What follows belongs to an exercise in optimizing a design on an open flow for small area; a production flow would make more cautious choices. Power figures rest on the tool's default switching activity, not on a simulated workload.

==> run a <==
Design hsv_cycle_core, start of the top module:
module hsv_cycle_core (
    input  wire        clk,
    input  wire        rst,           
    input  wire        cmd_valid,
    output wire        cmd_ready,
    input  wire [63:0] cmd_data,
    output wire        rsp_valid,
    input  wire        rsp_ready,
    output wire [63:0] rsp_data,
    output wire        chw_valid,
    input  wire        chw_ready,
    output wire [17:0] chw_data
);
clock: 120.0 ns
lec_check: 0
cap_margin: 20
core_margin: 2
core_utilization: 40
slew_margin: 20
run.sh (not shown) runs the stock make flow with config.mk's settings and CLKGATE_MAP_FILE= SYNTH_SCRIPT=/design/flow/synth_recipe.tcl, a recipe that flattens the netlist after the stock synthesis.
==> run b (differences from run a) <==
--- a/flow/design.v
+++ b/flow/design.v
@@ -69,21 +69,21 @@
         case (op)
             4'h1:       illegal = ~zA;
             4'h2, 4'h3: illegal = ~(zA & zB & zC & zD & zE);
             4'h4:       illegal = ~(zA & zB & zC);
             4'h5:       illegal = ~(zA & zB);
-            4'h6:       illegal = ~(zA & zB & zC & zD) | (n[3] | (n[2] & n[1] & n[0]));
+            4'h6:       illegal = ~(zA & zB & zC & zD) | (n >= 4'd7);
             default:    illegal = 1'b1;
         endcase
     end
     wire not_init = ~inited & (is_adv | is_ns | (is_rd & (n != 4'd0)));
-    wire domain   = is_conv & cmd_data[24] & (cmd_data[23] | (cmd_data[22] & cmd_data[21] & (cmd_data[20] | cmd_data[19])));   
+    wire domain   = is_conv & (cmd_data[24:16] >= 9'd360);
     wire [8:0] h_src  = is_conv ? cmd_data[24:16] : hue;
     wire [7:0] s_src  = is_conv ? cmd_data[15:8]  : sat;
     wire [7:0] v_src  = is_conv ? cmd_data[7:0]   : val;
     wire       s_zero = is_conv ? (cmd_data[15:8] == 8'd0) : (sat == 8'd0);
-    wire [1:0] color = is_adv ? ch : {~ch[1] & ~ch[0], ch[0]};    
+    wire [1:0] color = is_adv ? ch : (2'd2 - ch);
     reg [1:0] src;
     always @(*) begin
         case ({color, region})
             {2'd0, 3'd0}: src = 2'd0;
             {2'd0, 3'd1}: src = 2'd2;
@@ -109,37 +109,14 @@
     wire src_p  = ~s_zero & (src == 2'd1);
     wire src_w  = ~src_v & ~src_p;
     wire kind_r = s_zero | (color == 2'd0);
     wire kind_g = ~kind_r & (color == 2'd1);
     wire kind_b = ~kind_r & ~kind_g;
-    reg        hbit;
-    always @(*) begin
-        case (cnt)
-            4'd0: hbit = h_src[8];
-            4'd1: hbit = h_src[7];
-            4'd2: hbit = h_src[6];
-            4'd3: hbit = h_src[5];
-            4'd4: hbit = h_src[4];
-            4'd5: hbit = h_src[3];
-            4'd6: hbit = h_src[2];
-            4'd7: hbit = h_src[1];
-            default: hbit = h_src[0];
-        endcase
-    end
+    wire       hbit = h_src[4'd8 - cnt];
     wire [6:0] rr   = {((cnt == 4'd0) ? 6'd0 : C[5:0]), hbit};
-    wire       q60  = rr[6] | (rr[5] & rr[4] & rr[3] & rr[2]);     
-    reg  [3:0] rq;                                                  
-    always @(*) begin
-        case (rr[6:2])
-            5'd15: rq = 4'd0;   5'd16: rq = 4'd1;   5'd17: rq = 4'd2;
-            5'd18: rq = 4'd3;   5'd19: rq = 4'd4;   5'd20: rq = 4'd5;
-            5'd21: rq = 4'd6;   5'd22: rq = 4'd7;   5'd23: rq = 4'd8;
-            5'd24: rq = 4'd9;   5'd25: rq = 4'd10;  5'd26: rq = 4'd11;
-            5'd27: rq = 4'd12;  5'd28: rq = 4'd13;  default: rq = 4'd14;
-        endcase
-    end
-    wire [6:0] rr2  = q60 ? {1'b0, rq, rr[1:0]} : rr;
+    wire       q60  = (rr >= 7'd60);
+    wire [6:0] rr2  = q60 ? (rr - 7'd60) : rr;
     wire       in_ld  = (st == S_LD);
     wire       in_mul = (st == S_MUL);
     wire       in_d1  = (st == S_D1);
     wire       in_d2  = (st == S_D2);
     wire       do_rem = in_ld & src_w;
@@ -153,25 +130,23 @@
                         do_rem ? {4'd0, C[5:2]} :
                         (gate_a ? A : 8'd0);
     wire       cin    = in_d1 | (in_d2 & cy);
     wire [8:0] asum   = {1'b0, aa} + {1'b0, bb} + {8'd0, cin};
     wire       inv_ld = in_ld ? (src_p | (src_w & ~region[0])) : (src_w & ~wph);
+    wire [4:0] j     = {1'b0, cnt} + 5'd2;
     wire       c255  = &C;
-    wire       w12   = ~(cnt[3] & cnt[2] & (cnt[1] | cnt[0]));    
-    wire       w13   = ~(cnt[3] & cnt[2] & cnt[1]);               
-    wire       w2    = cnt[3] | cnt[2] | cnt[1];                  
-    wire       ta    = kind_g ? (C[3] & w12) : (C[2] & w13);
-    wire       tb    = kind_g ? (C[7] & w2) : (C[1] & (cnt != 4'd15));
-    wire       te    = kind_g ? (c255 & (cnt == 4'd2)) : (C[7] & w2);
+    wire       ta    = kind_g ? (C[3] & (j <= 5'd14)) : (C[2] & (j >= 5'd1) & (j <= 5'd15));
+    wire       tb    = kind_g ? (C[7] & (j >= 5'd4) & (j <= 5'd18)) : (C[1] & (j >= 5'd2) & (j <= 5'd16));
+    wire       te    = kind_g ? (c255 & (j == 5'd4)) : (C[7] & (j >= 5'd4) & (j <= 5'd18));
     wire [1:0] kin   = (cnt == 4'd0) ? {1'b0, kind_g & c255} : kc;
     wire [2:0] xs    = {2'b0, ta} + {2'b0, tb} + {2'b0, te} + {1'b0, kin};
     wire       xb    = xs[0];
-    wire       rho_t = ~cnt[3] & ~cnt[2] & ~(cnt[1] & cnt[0]) & S[cnt[1:0]];
+    wire       rho_t = (cnt < 4'd3) & S[cnt[1:0]];
     wire       bwin  = (cnt != 4'd0) & bw;
     wire       zb    = xb ^ rho_t ^ bwin;
     wire       zbw   = (~xb & (rho_t | bwin)) | (rho_t & bwin);
-    wire       qm2   = w2 & P[46];
+    wire       qm2   = (cnt >= 4'd2) & P[46];
     wire       cqin  = (cnt != 4'd0) & cq;
     wire       qb    = zb ^ qm2 ^ cqin;
     wire       qcy   = (qb & qm2) | (cqin & (qb ^ qm2));
     reg  [2:0] wgt;
     always @(*) begin
@@ -193,64 +168,28 @@
     wire       g31   = is_init ? cmd_data[31] : seed[31];
     wire [3:0] step_nib = {gsrc[2], gsrc[1], gsrc[0] ^ ((m == 3'd0) & g31),
                            (m == 3'd0) ? g30 : cy} ^ (m[0] ? 4'hA : 4'h5);
     wire [2:0] sbase = (cnt == 4'd0) ? 3'd0 : S;
     wire [3:0] sadd_in = (st == S_STEP) ? step_nib : (C[0] ? {1'b0, wgt} : 4'd0);
-    reg  [2:0] amod;
-    always @(*) begin
-        case (sadd_in)
-            4'd0, 4'd5, 4'd10, 4'd15: amod = 3'd0;
-            4'd1, 4'd6, 4'd11:        amod = 3'd1;
-            4'd2, 4'd7, 4'd12:        amod = 3'd2;
-            4'd3, 4'd8, 4'd13:        amod = 3'd3;
-            default:                  amod = 3'd4;
-        endcase
-    end
-    reg  [2:0] smod;
-    always @(*) begin
-        case ({sbase, amod})
-            {3'd0, 3'd0}, {3'd1, 3'd4}, {3'd2, 3'd3}, {3'd3, 3'd2}, {3'd4, 3'd1}: smod = 3'd0;
-            {3'd0, 3'd1}, {3'd1, 3'd0}, {3'd2, 3'd4}, {3'd3, 3'd3}, {3'd4, 3'd2}: smod = 3'd1;
-            {3'd0, 3'd2}, {3'd1, 3'd1}, {3'd2, 3'd0}, {3'd3, 3'd4}, {3'd4, 3'd3}: smod = 3'd2;
-            {3'd0, 3'd3}, {3'd1, 3'd2}, {3'd2, 3'd1}, {3'd3, 3'd0}, {3'd4, 3'd4}: smod = 3'd3;
-            default:                                                            smod = 3'd4;
-        endcase
-    end
+    wire [4:0] sadd  = {2'b0, sbase} + {1'b0, sadd_in};
+    wire [2:0] smod  = (sadd >= 5'd15) ? (sadd - 5'd15) :
+                       (sadd >= 5'd10) ? (sadd - 5'd10) :
+                       (sadd >= 5'd5)  ? (sadd - 5'd5)  : sadd[2:0];
     wire       ovf   = |cmd_data[31:15];
-    reg  [2:0] spd_new;    
-    always @(*) begin
-        case (S)
-            3'd0: spd_new = 3'd1;
-            3'd1: spd_new = 3'd2;
-            3'd2: spd_new = 3'd3;
-            3'd3: spd_new = 3'd4;
-            default: spd_new = 3'd5;
-        endcase
-    end
-    reg  [2:0] spd_nxt;    
-    always @(*) begin
-        case (smod)
-            3'd0: spd_nxt = 3'd1;
-            3'd1: spd_nxt = 3'd2;
-            3'd2: spd_nxt = 3'd3;
-            3'd3: spd_nxt = 3'd4;
-            default: spd_nxt = 3'd5;
-        endcase
-    end
     reg  [3:0] fnib;
     always @(*) begin
         fnib = 4'd0;
         if (code == 2'd0) begin
             if (is_clmp) begin
-                if (cnt[3:2] == 2'b00)
+                if (cnt < 4'd4)
                     fnib = ovf ? ((cnt == 4'd3) ? 4'h7 : 4'hF) : cnib;
             end else if (is_ns) begin
-                if (cnt == 4'd0) fnib = {1'b0, spd_new};
+                if (cnt == 4'd0) fnib = {1'b0, S + 3'd1};
             end else if (is_rd) begin
                 case (n[2:0])
                     3'd0: if (cnt == 4'd0) fnib = {err, inited};
-                    3'd1: if (!cnt[3])     fnib = seed[3:0];
+                    3'd1: if (cnt < 4'd8)  fnib = seed[3:0];
                     3'd2: case (cnt)
                               4'd0: fnib = hue[3:0];
                               4'd1: fnib = hue[7:4];
                               4'd2: fnib = {3'd0, hue[8]};
                               default: ;
@@ -261,23 +200,14 @@
                     default: if (cnt == 4'd0) fnib = val[3:0]; else if (cnt == 4'd1) fnib = val[7:4];
                 endcase
             end
         end
     end
-    reg  [2:0] sc_inc;
-    always @(*) begin
-        case (stepc)
-            3'd0: sc_inc = 3'd1;
-            3'd1: sc_inc = 3'd2;
-            3'd2: sc_inc = 3'd3;
-            3'd3: sc_inc = 3'd4;
-            default: sc_inc = 3'd5;
-        endcase
-    end
-    wire       hstep  = (sc_inc == speed);
+    wire [2:0] sc_inc = stepc + 3'd1;
+    wire       hstep  = (sc_inc >= speed);
     wire [8:0] hs_inc = hue + {8'd0, hstep};
-    wire       wrap   = hstep & (hue == 9'd359);
+    wire       wrap   = (hs_inc == 9'd360);
     reg        p_bit_en, p_nib_en, p_b;
     always @(*) begin
         p_bit_en = 1'b0;
         p_nib_en = 1'b0;
         p_b      = 1'b0;
@@ -359,11 +289,11 @@
                     cy   <= gsrc[3];
                     S    <= smod;
                     if (cnt == 4'd7) begin
                         cnt <= 4'd0;
                         if (!is_ns)
-                            speed <= spd_nxt;
+                            speed <= smod + 3'd1;
                         st <= is_adv ? S_DIV : S_FILL;
                     end
                 end
                 S_FILL: begin
                     if (cnt == 4'd11) begin
==> run c (differences from run a) <==
--- a/flow/design.v
+++ b/flow/design.v
@@ -41,11 +41,13 @@
     reg [8:0]  hue;
     reg [2:0]  stepc;
     reg [2:0]  speed;
     reg [7:0]  sat;
     reg [7:0]  val;
-    reg [47:0] P;
+    reg [31:0] P;
+    reg [7:0]  r8;                
+    reg        fin;               
     reg [7:0]  C;
     reg [2:0]  region;
     reg [2:0]  S;
     reg        cy;
     reg [1:0]  kc;
@@ -75,15 +77,17 @@
             default:    illegal = 1'b1;
         endcase
     end
     wire not_init = ~inited & (is_adv | is_ns | (is_rd & (n != 4'd0)));
     wire domain   = is_conv & cmd_data[24] & (cmd_data[23] | (cmd_data[22] & cmd_data[21] & (cmd_data[20] | cmd_data[19])));   
-    wire [8:0] h_src  = is_conv ? cmd_data[24:16] : hue;
-    wire [7:0] s_src  = is_conv ? cmd_data[15:8]  : sat;
-    wire [7:0] v_src  = is_conv ? cmd_data[7:0]   : val;
-    wire       s_zero = is_conv ? (cmd_data[15:8] == 8'd0) : (sat == 8'd0);
-    wire [1:0] color = is_adv ? ch : {~ch[1] & ~ch[0], ch[0]};    
+    wire       conv   = is_conv & ~post;        
+    wire       adv    = is_adv | post;          
+    wire [8:0] h_src  = conv ? cmd_data[24:16] : hue;
+    wire [7:0] s_src  = conv ? cmd_data[15:8]  : sat;
+    wire [7:0] v_src  = conv ? cmd_data[7:0]   : val;
+    wire       s_zero = conv ? (cmd_data[15:8] == 8'd0) : (sat == 8'd0);
+    wire [1:0] color = adv ? ch : {ch[0], ch[1]};    
     reg [1:0] src;
     always @(*) begin
         case ({color, region})
             {2'd0, 3'd0}: src = 2'd0;
             {2'd0, 3'd1}: src = 2'd2;
@@ -144,11 +148,11 @@
     wire       in_d2  = (st == S_D2);
     wire       do_rem = in_ld & src_w;
     wire       sel_s  = in_ld ? ~src_v : (~src_p & ~wph);
     wire [7:0] A      = sel_s ? s_src : v_src;
     wire       gate_a = (in_ld & ~src_w) | (in_mul & C[0]);
-    wire [7:0] H      = P[47:40];   
+    wire [7:0] H      = P[31:24];   
     wire [7:0] aa     = do_rem ? {C[5:0], 2'b00} :
                         (((in_mul & (cnt != 4'd0)) | in_d1 | in_d2) ? H : 8'd0);
     wire [7:0] bb     = in_d1  ? C :
                         do_rem ? {4'd0, C[5:2]} :
                         (gate_a ? A : 8'd0);
@@ -167,11 +171,11 @@
     wire       xb    = xs[0];
     wire       rho_t = ~cnt[3] & ~cnt[2] & ~(cnt[1] & cnt[0]) & S[cnt[1:0]];
     wire       bwin  = (cnt != 4'd0) & bw;
     wire       zb    = xb ^ rho_t ^ bwin;
     wire       zbw   = (~xb & (rho_t | bwin)) | (rho_t & bwin);
-    wire       qm2   = w2 & P[46];
+    wire       qm2   = w2 & P[30];
     wire       cqin  = (cnt != 4'd0) & cq;
     wire       qb    = zb ^ qm2 ^ cqin;
     wire       qcy   = (qb & qm2) | (cqin & (qb ^ qm2));
     reg  [2:0] wgt;
     always @(*) begin
@@ -290,17 +294,17 @@
             default: ;
         endcase
     end
     always @(posedge clk) begin
         if (p_bit_en) begin
-            P[47]    <= p_b;
-            P[46:32] <= P[47:33];
+            P[31]    <= p_b;
+            P[30:16] <= P[31:17];
         end else if (st == S_MUL) begin
-            P[47:40] <= asum[8:1];
+            P[31:24] <= asum[8:1];
         end else if (p_nib_en) begin
-            P[47:44] <= (st == S_FILL) ? fnib : 4'd0;
-            P[43:0]  <= P[47:4];
+            P[31:28] <= (st == S_FILL) ? fnib : 4'd0;
+            P[27:0]  <= P[31:4];
         end
     end
     wire last_ch = (ch == 2'd2);
     always @(posedge clk) begin
         seed <= {(st == S_STEP) ? step_nib : seed[3:0], seed[31:4]};
@@ -317,11 +321,13 @@
                 S_IDLE: begin
                     cnt   <= 4'd0;
                     ch    <= 2'd0;
                     wph   <= 1'b0;
                     post  <= 1'b0;
+                    fin   <= 1'b0;
                     if (cmd_valid && ph == 3'd7) begin
+                        r8 <= 8'd0;
                         if (illegal) begin
                             err[0] <= 1'b1;
                             code   <= 2'd1;
                             st     <= S_FILL;
                         end else if (not_init) begin
@@ -342,11 +348,11 @@
                                 inited <= 1'b1;
                                 st     <= S_STEP;
                             end else if (is_adv) begin
                                 stepc <= hstep ? 3'd0 : sc_inc;
                                 hue   <= wrap ? 9'd0 : hs_inc;
-                                st    <= wrap ? S_STEP : S_DIV;
+                                st    <= wrap ? S_STEP : S_ACC;
                             end else if (is_ns) begin
                                 st <= S_STEP;
                             end else if (is_conv) begin
                                 st <= S_DIV;
                             end else begin
@@ -360,15 +366,15 @@
                     S    <= smod;
                     if (cnt == 4'd7) begin
                         cnt <= 4'd0;
                         if (!is_ns)
                             speed <= spd_nxt;
-                        st <= is_adv ? S_DIV : S_FILL;
+                        st <= is_adv ? S_ACC : S_FILL;
                     end
                 end
                 S_FILL: begin
-                    if (cnt == 4'd11) begin
+                    if (cnt == 4'd7) begin
                         cnt <= 4'd0;
                         st  <= S_ACC;
                     end
                 end
                 S_DIV: begin
@@ -386,11 +392,15 @@
                     fresh <= 1'b0;
                     if (src_w && !fresh) begin
                         st <= S_DIV;
                     end else begin
                         C  <= asum[7:0] ^ {8{inv_ld}};
-                        st <= src_v ? (kind_r ? S_DR : S_RHO) : S_MUL;
+                        if (src_v && !post && ch == 2'd0) begin
+                            r8 <= asum[7:0];
+                            ch <= 2'd1;
+                        end else
+                            st <= src_v ? (kind_r ? S_DR : S_RHO) : S_MUL;
                     end
                 end
                 S_MUL: begin
                     C <= {asum[0], C[7:1]};
                     if (cnt == 4'd7)
@@ -404,10 +414,14 @@
                     C   <= asum[7:0] ^ {8{inv_ld}};
                     cnt <= 4'd0;
                     if (src_w && !wph) begin
                         wph <= 1'b1;
                         st  <= S_MUL;
+                    end else if (!post && ch == 2'd0) begin
+                        r8 <= asum[7:0];
+                        ch <= 2'd1;
+                        st <= S_LD;
                     end else begin
                         st <= kind_r ? S_DR : S_RHO;
                     end
                 end
                 S_RHO: begin
@@ -420,11 +434,11 @@
                 end
                 S_DR: begin
                     C <= {C[0], C[7:1]};
                     if (cnt == 4'd15) begin
                         cnt <= 4'd0;
-                        st  <= last_ch ? S_ACC : S_SH;
+                        st  <= (!post && last_ch) ? S_ACC : S_SH;
                     end
                 end
                 S_DQ: begin
                     C  <= {C[0], C[7:1]};
                     kc <= xs[2:1];
@@ -433,36 +447,49 @@
                     if (cnt == 4'd15) begin
                         cnt <= 4'd0;
                         if (kind_b && qb)
                             st <= S_CLP;
                         else
-                            st <= last_ch ? S_ACC : S_SH;
+                            st <= (!post && last_ch) ? S_ACC : S_SH;
                     end
                 end
                 S_CLP: begin
                     if (cnt == 4'd15) begin
                         cnt <= 4'd0;
-                        st  <= last_ch ? S_ACC : S_SH;
+                        st  <= (!post && last_ch) ? S_ACC : S_SH;
                     end
                 end
                 S_SH: begin
                     if (cnt == 4'd3) begin
                         cnt <= 4'd0;
-                        ch  <= ch + 2'd1;
                         wph <= 1'b0;
-                        st  <= post ? (last_ch ? S_RSP : S_CHW) : S_LD;
+                        if (post) begin
+                            st <= fin ? S_RSP : S_CHW;
+                        end else begin
+                            ch <= ch + 2'd1;
+                            st <= S_LD;
+                        end
                     end
                 end
                 S_ACC: begin
+                    cnt  <= 4'd0;
                     ch   <= 2'd0;
                     post <= 1'b1;
-                    st   <= (is_adv && code == 2'd0) ? S_CHW : S_RSP;
+                    st   <= (is_adv && code == 2'd0) ? S_DIV : S_RSP;
                 end
                 S_CHW: begin
                     cnt <= 4'd0;
-                    if (chw_ready)
-                        st <= S_SH;
+                    wph <= 1'b0;
+                    if (chw_ready) begin
+                        if (last_ch) begin
+                            fin <= 1'b1;
+                            st  <= S_SH;
+                        end else begin
+                            ch <= ch + 2'd1;
+                            st <= S_LD;
+                        end
+                    end
                 end
                 S_RSP: begin
                     if (rsp_ready)
                         st <= S_IDLE;
                 end
@@ -470,9 +497,9 @@
             endcase
         end
     end
     assign cmd_ready = (st == S_ACC);
     assign rsp_valid = (st == S_RSP);
-    assign rsp_data  = {2'b00, code, 13'd0, P[46:0]};       
+    assign rsp_data  = {2'b00, code, 13'd0, r8, r8[7:1], P};
     assign chw_valid = (st == S_CHW);
     assign chw_data  = {ch, 1'b0, P[14:0]};                 
 endmodule
==> run notes <==
	run b	run a	run c
Die width	162 um	159 um	160 um
Cells after Synth	1,028	990	1,003
Number of standard-cell rows in the floorplan	57	56	56
Data arrival time of the critical path	29.29 ns	30.61 ns	30.12 ns
Number of flip-flops and latches in the synthesized netlist	152	152	145
# fillers	2,284	2,175	2,182
Total sequential power	0.0000891 W	0.0000859 W	0.0000842 W
Result of the run	complete, no violations	complete, no violations	complete, no violations
Final period utilization	0.243	0.254	0.250
Endpoint required time on the critical path	120.17 ns	120.17 ns	120.16 ns
Compound-gate portion of the synthesized area	0.161	0.178	0.179
CP startpoint	cmd_data[60]	cmd_data[61]	cmd_data[61]
Multiplexer fraction of the synthesized cell area	0.0678	0.0697	0.0678
Critical register-to-register path endpoint	speed[2]	C[6]	C[7]
GR met3 Demand/Resource	0.0421	0.0485	0.0396
Number of synthesized flops with an enable pin	109	109	102
Number of signal-net buffers in the layout	152	148	152
Die span in y	162 um	159 um	160 um
Sw Ratio	0.422	0.412	0.416
Number of non-filler instances in the completed layout	1,463	1,413	1,422
Area of the core	0.0245 sq mm	0.0236 sq mm	0.0236 sq mm
Cell type with the highest occurrence count on the critical path	-	sky130_fd_sc_hd__a21oi_1	sky130_fd_sc_hd__a21oi_1
No functional check of the RTL was part of any run of this note.

## port drivers added, routing unchanged
The flow's constraints put no driver on any port. The routed layouts listed below were extracted and timed again, unchanged, in two steps.
Step 1 sets driving cells, clkbuf_16 on the clock port and buf_2 on the other inputs (assumed; they add their load-dependent delay and slew).
Step 2 adds t to the input delays and takes it off the output delays; t is the mean of the earliest and latest rising clock arrival at the registers after step 1. Input paths then give back, and output paths get back, about the clock's delay inside the block.
Slacks: ideal ports / drivers / drivers and shift; pairs: ideal ports / drivers.
run	t (ns)	slack for setup (ns)	hold slack, ns
run a	0.476	89.565 / 89.584 / 89.108	0.326 / 0.326 / 0.326
run b	0.476	90.879 / 90.904 / 90.428	0.319 / 0.319 / 0.319
run c	0.476	90.045 / 90.069 / 89.593	0.323 / 0.323 / 0.323
After both steps every run listed still meets setup and hold. For run a, which loses most, drivers alone change the setup slack by +0.019 ns; drivers and shift together by -0.457 ns.
